Context: an optimization exercise on an open-source flow, tuned for small area. The choices shown serve that exercise and are no tape-out recipe. At most, simulation tests tie the RTL to the original design; equivalence was not proved. Power figures rest on the tool's default switching activity, not on a simulated workload.

// ts0710_codec
module ts0710_codec (
    input  wire        clk,
    input  wire        rst,           
    input  wire        compat,        
    input  wire        stat_clr,      
    input  wire        rx_valid,
    input  wire [7:0]  rx_data,
    input  wire        rx_flush,      
    output wire        rx_code_valid,
    output wire [3:0]  rx_code,
    output wire [7:0]  frm_addr,
    output wire [7:0]  frm_ctrl,
    output wire [15:0] frm_len,
    output wire [7:0]  frm_fcs,
    output wire        pay_valid,
    output wire [7:0]  pay_data,
    output wire        in_frame,
    output wire [15:0] acc_len,
    input  wire        tx_start,
    input  wire [7:0]  tx_addr,
    input  wire [7:0]  tx_ctrl,
    input  wire [15:0] tx_len,
    output wire        tx_ready,
    input  wire        tx_pl_valid,
    input  wire [7:0]  tx_pl_data,
    output wire        tx_pl_ready,
    output wire        tx_valid,
    output wire [7:0]  tx_data,
    output reg  [31:0] cnt_ok,
    output reg  [31:0] cnt_framing,
    output reg  [31:0] cnt_checksum,
    output reg  [31:0] cnt_overflow,
    output reg  [3:0]  err_flags      
);
For scale: about 1200 cells after synthesis, roughly 270 flip-flops, about 270 I/O pins.
Settings: LEC_CHECK=0, CAP_MARGIN=20, CORE_MARGIN=2, CORE_UTILIZATION=40, SLEW_MARGIN=20; clock period 10.0 ns.
standard.sh (not shown) runs the stock make flow with config.mk's settings and CLKGATE_MAP_FILE= SYNTH_SCRIPT=/design/flow/synth_recipe.tcl, a recipe that flattens the netlist after the stock synthesis.
==> flow/flow/run.sh <==
#!/bin/bash
# The standard layout, with plain buf_1 cells as the port buffers and a
# clock tree of clkbuf_4 cells.
set -euo pipefail
bash standard.sh finish "BUFFER_PORTS_ARGS=-buffer_cell sky130_fd_sc_hd__buf_1" \
  "CTS_ARGS=-sink_clustering_enable -repair_clock_nets -sink_clustering_size 8 -sink_clustering_max_diameter 40 -buf_list sky130_fd_sc_hd__clkbuf_4" > standard.log 2>&1
==> next run, changes <==
==> flow/run.sh (new file) <==
#!/bin/bash
# synth_recipe.tcl (not shown) runs the flow's synth.tcl, then flattens the netlist and writes it again
# the make line also repeats each setting of config.mk as NAME=value (left out here)
make -C /OpenROAD-flow-scripts/flow DESIGN_CONFIG=/design/flow/config.mk WORK_HOME=/design/flow/orfs CLKGATE_MAP_FILE= SYNTH_SCRIPT=/design/flow/synth_recipe.tcl finish
Settings changed: CTS_BUF_LIST from default to sky130_fd_sc_hd__clkbuf_8, CTS_CLUSTER_DIAMETER from default to 60, CTS_CLUSTER_SIZE from default to 14.
removed: flow/flow/run.sh
removed: flow/standard.sh
Wire length went up by 2.0%.
Final cell count falls by 1.6%.
Critical path depth goes up by 1.
Die area does not change.
Via count fell by 1.1%.
Combinational power grows by 9.9%.
Synthesized cell count does not change.
Maximum frequency hardly moves.
Final area is higher by 11%.
Non-clock buffer count stays the same.
Utilization came out higher by 4.9 points.
==> next run, changes <==
Settings changed: CTS_BUF_LIST sky130_fd_sc_hd__clkbuf_8 to default, CTS_CLUSTER_DIAMETER 60 to default, CTS_CLUSTER_SIZE 14 to default.
Cell area goes up by 2.6%.
Clock power goes up by 48%.
Maximum frequency goes up by 0.36%.
Routed wire length goes up by 0.72%.
Total power goes up by 16%.
Die area stays the same.
Clock skew goes down by 0.011 ns.
Area after synthesis does not change.
Via count goes up by 0.61%.
Non-clock buffer count is unchanged.
Worst setup slack gains 0.025 ns.
No functional check of the RTL was part of any run of this note.

---

ts0710_codec again, from the RTL that the note above started with.
==> flow/config.mk <==
export PLATFORM = sky130hd
export DESIGN_NAME = ts0710_codec
export DESIGN_NICKNAME = ts0710_codec
export VERILOG_FILES = /design/flow/design.v
export SDC_FILE = /design/flow/constraint.sdc
export NUM_CORES = 4
export LEC_CHECK = 0
export CAP_MARGIN = 20
export CORE_MARGIN = 2
export CORE_UTILIZATION = 40
export SLEW_MARGIN = 20
==> flow/constraint.sdc <==
create_clock -name core_clock -period 10.0 [get_ports {clk}]
set_input_delay 2.0000 -clock core_clock [delete_from_list [all_inputs] [get_ports {clk}]]
set_output_delay 2.0000 -clock core_clock [all_outputs]
set_load 0.01 [all_outputs]
==> flow/flow/run.sh <==
#!/bin/bash
# The standard layout, with plain buf_1 cells as the port buffers.
set -euo pipefail
bash standard.sh finish "BUFFER_PORTS_ARGS=-buffer_cell sky130_fd_sc_hd__buf_1" > standard.log 2>&1
Change:
==> flow/flow/run.sh (replaced) <==
#!/bin/bash
# The standard layout, with plain buf_1 cells as the port buffers and a
# clock tree of clkbuf_8 cells on clusters of up to 14 flip-flops.
set -euo pipefail
bash standard.sh finish "BUFFER_PORTS_ARGS=-buffer_cell sky130_fd_sc_hd__buf_1" \
  "CTS_ARGS=-sink_clustering_enable -repair_clock_nets -sink_clustering_size 14 -sink_clustering_max_diameter 60 -buf_list sky130_fd_sc_hd__clkbuf_8 -dont_use_dummy_load" > standard.log 2>&1
What happened: The new run went through all stages and came out clean; clock skew climbs by 0.062 ns; sequential share of layout area grows by 1.8 points; sequential power stays flat; synthesized cell count is unchanged; worst setup slack improves by 0.018 ns; register-to-register slack gains 0.02 ns; routed wire length went down by 0.71%; total power went down by 21%; core utilization falls by 2.0 points; area after synthesis is unchanged; fmax stays flat.
Change:
==> flow/run.sh (new file) <==
#!/bin/bash
# synth_recipe.tcl (not shown) runs the flow's synth.tcl, then flattens the netlist and writes it again
# the make line also repeats each setting of config.mk as NAME=value (left out here)
make -C /OpenROAD-flow-scripts/flow DESIGN_CONFIG=/design/flow/config.mk WORK_HOME=/design/flow/orfs CLKGATE_MAP_FILE= SYNTH_SCRIPT=/design/flow/synth_recipe.tcl finish
--- a/flow/config.mk
+++ b/flow/config.mk
@@ -9,3 +9,6 @@
 export CORE_MARGIN = 2
 export CORE_UTILIZATION = 40
+export CTS_BUF_LIST = sky130_fd_sc_hd__clkbuf_16
+export CTS_CLUSTER_DIAMETER = 60
+export CTS_CLUSTER_SIZE = 22
 export SLEW_MARGIN = 20
removed: flow/flow/run.sh
removed: flow/standard.sh
Hold slack is about the same.
Count of clock-buffer cells in the layout falls by 2.
Die area does not change.
Global-route usage grows by 0.42 points.
Critical path depth came out higher by 1.
Total power rises by a quarter to a third.
No run of this note included a check of the RTL's function; only the layout flow was run.

---

== job 2865 ==
ts0710_codec, a different RTL version from the one above (not shown whole).
Size in the first run: about 1100 cells after synthesis, roughly 260 flip-flops, about 0.010 mm^2 of cells after synthesis.
Settings: LEC_CHECK=0, CAP_MARGIN=20, CORE_MARGIN=2, CORE_UTILIZATION=65, SLEW_MARGIN=20; clock period 10.0 ns.
==> flow/flow/run.sh <==
#!/bin/bash
# The standard layout with three changes:
#  - synthesis maps for area (flow/synth_prelude.tcl, flow/area.abc);
#  - plain buf_1 cells as the port buffers;
#  - a clock tree of clkbuf_8 cells on clusters of up to 14 flip-flops.
set -euo pipefail
cat flow/synth_prelude.tcl synth_recipe.tcl > area_synth.tcl
export AREA_ABC_SCRIPT="$PWD/flow/area.abc"
bash standard.sh finish "SYNTH_SCRIPT=$PWD/area_synth.tcl" \
  "BUFFER_PORTS_ARGS=-buffer_cell sky130_fd_sc_hd__buf_1" \
  "CTS_ARGS=-sink_clustering_enable -repair_clock_nets -sink_clustering_size 17 -sink_clustering_max_diameter 65 -buf_list sky130_fd_sc_hd__clkbuf_8 -dont_use_dummy_load" > standard.log 2>&1
==> flow/flow/area.abc <==
strash
&get -n
&st
&dch -f
&nf -a -R 1000
&put
strash
&get -n
&st
&dch -f
&nf -a -R 1000
&put
mfs3 -a -e
==> flow/flow/synth_prelude.tcl <==
# Area-oriented synthesis: the adders are left to ABC as plain logic, and ABC
# maps with flow/area.abc (area-oriented mapping) in place of ORFS's speed
# script. Everything else is the standard synthesis (synth_recipe.tcl,
# appended after this file), so the registers are the same.
set ::env(ADDER_MAP_FILE) ""
proc abc {args} {
  set i [lsearch -exact $args -script]
  if { $i >= 0 } {
    lset args [expr { $i + 1 }] $::env(AREA_ABC_SCRIPT)
  }
  yosys abc {*}$args
}
Job 2865 finished end to end and its layout was clean on timing, DRC and antenna.
> inputs changed (job 2865 -> job 3953)
-- flow/flow/run.sh --
<<< job 2865, line 10
  "BUFFER_PORTS_ARGS=-buffer_cell sky130_fd_sc_hd__buf_1" \
  "CTS_ARGS=-sink_clustering_enable -repair_clock_nets -sink_clustering_size 17 -sink_clustering_max_diameter 65 -buf_list sky130_fd_sc_hd__clkbuf_8 -dont_use_dummy_load" > standard.log 2>&1
>>> job 3953, line 10
  "BUFFER_PORTS_ARGS=-buffer_cell sky130_fd_sc_hd__buf_1" \
  "CTS_ARGS=-sink_clustering_enable -repair_clock_nets -sink_clustering_size 14 -sink_clustering_max_diameter 60 -buf_list sky130_fd_sc_hd__clkbuf_8 -dont_use_dummy_load" > standard.log 2>&1
-- flow/flow/area.abc --
<<< job 2865, line 13
mfs3 -a -e
>>> job 3953, line 13
mfs3 -a -e
mfs3 -a -r
Notes after the runs:
- As the logs show, job 3953 stopped at synthesis (1_2_yosys) after a tool error, so it never reached the end of the flow.
> inputs changed (job 3953 -> job 6361)
-- flow/flow/area.abc --
<<< job 3953, line 12
&put
mfs3 -a -e
mfs3 -a -r
>>> job 6361, line 12
&put
==> comparison <==
- Job 6361 completed every stage of the flow, and the final layout passed the timing, design-rule and antenna checks.
[inputs] job 7460 vs job 6361
-- flow/flow/run.sh --
<<< job 6361, line 10
  "BUFFER_PORTS_ARGS=-buffer_cell sky130_fd_sc_hd__buf_1" \
  "CTS_ARGS=-sink_clustering_enable -repair_clock_nets -sink_clustering_size 14 -sink_clustering_max_diameter 60 -buf_list sky130_fd_sc_hd__clkbuf_8 -dont_use_dummy_load" > standard.log 2>&1
>>> job 7460, line 10
  "BUFFER_PORTS_ARGS=-buffer_cell sky130_fd_sc_hd__buf_1" \
  "CTS_ARGS=-sink_clustering_enable -repair_clock_nets -sink_clustering_size 17 -sink_clustering_max_diameter 65 -buf_list sky130_fd_sc_hd__clkbuf_8 -dont_use_dummy_load" > standard.log 2>&1
-- flow/flow/area.abc --
<<< job 6361, line 12
&put
>>> job 7460, line 12
&put
mfs3 -a -e
mfs3 -a -r
==> comparison <==
Job 7460: aborted in synthesis (1_2_yosys) (tool error).

[re-timing with driven ports]
In the flow no input, the clock included, has a driving cell. The finished layouts below were timed again as built, in two steps.
Step 1 sets driving cells, clkbuf_16 on the clock port and buf_2 on the other inputs (assumed; they add their load-dependent delay and slew).
Step 2 also shifts input and output timing later by t, the mid clock arrival at the registers, as if the neighbouring blocks saw the same clock.
a / b / c = no drivers / after step 1 / after step 2; a / b = the first two.
run | shift t [ns] | setup WS [ns] | hold slack, ns | slew at the worst register clock pin (ns) | worst data-port slew with drivers (ns)
the first run of note 1 | 0.720 | 3.065 / 3.065 / 3.065 | 0.452 / 0.452 / 0.452 | 0.11 / 0.11 | 0.06
the second run of note 1 | 0.619 | 3.077 / 3.077 / 3.077 | 0.451 / 0.451 / 0.451 | 0.10 / 0.10 | 0.07
the third run of note 1 | 0.607 | 3.102 / 3.102 / 3.102 | 0.446 / 0.446 / 0.446 | 0.06 / 0.06 | 0.08
the first run of note 2 | 0.595 | 3.057 / 3.057 / 3.057 | 0.444 / 0.444 / 0.444 | 0.06 / 0.06 | 0.06
the second run of note 2 | 0.593 | 3.075 / 3.075 / 3.075 | 0.445 / 0.445 / 0.445 | 0.09 / 0.09 | 0.06
the third run of note 2 | 0.591 | 3.084 / 3.084 / 3.084 | 0.445 / 0.445 / 0.445 | 0.08 / 0.08 | 0.07
job 2865 | 0.533 | 3.942 / 3.942 / 3.942 | 0.464 / 0.464 / 0.464 | 0.10 / 0.10 | 0.06
job 6361 | 0.554 | 4.183 / 4.183 / 4.183 | 0.445 / 0.445 / 0.445 | 0.09 / 0.09 | 0.06
After both steps every run listed still meets setup and hold.
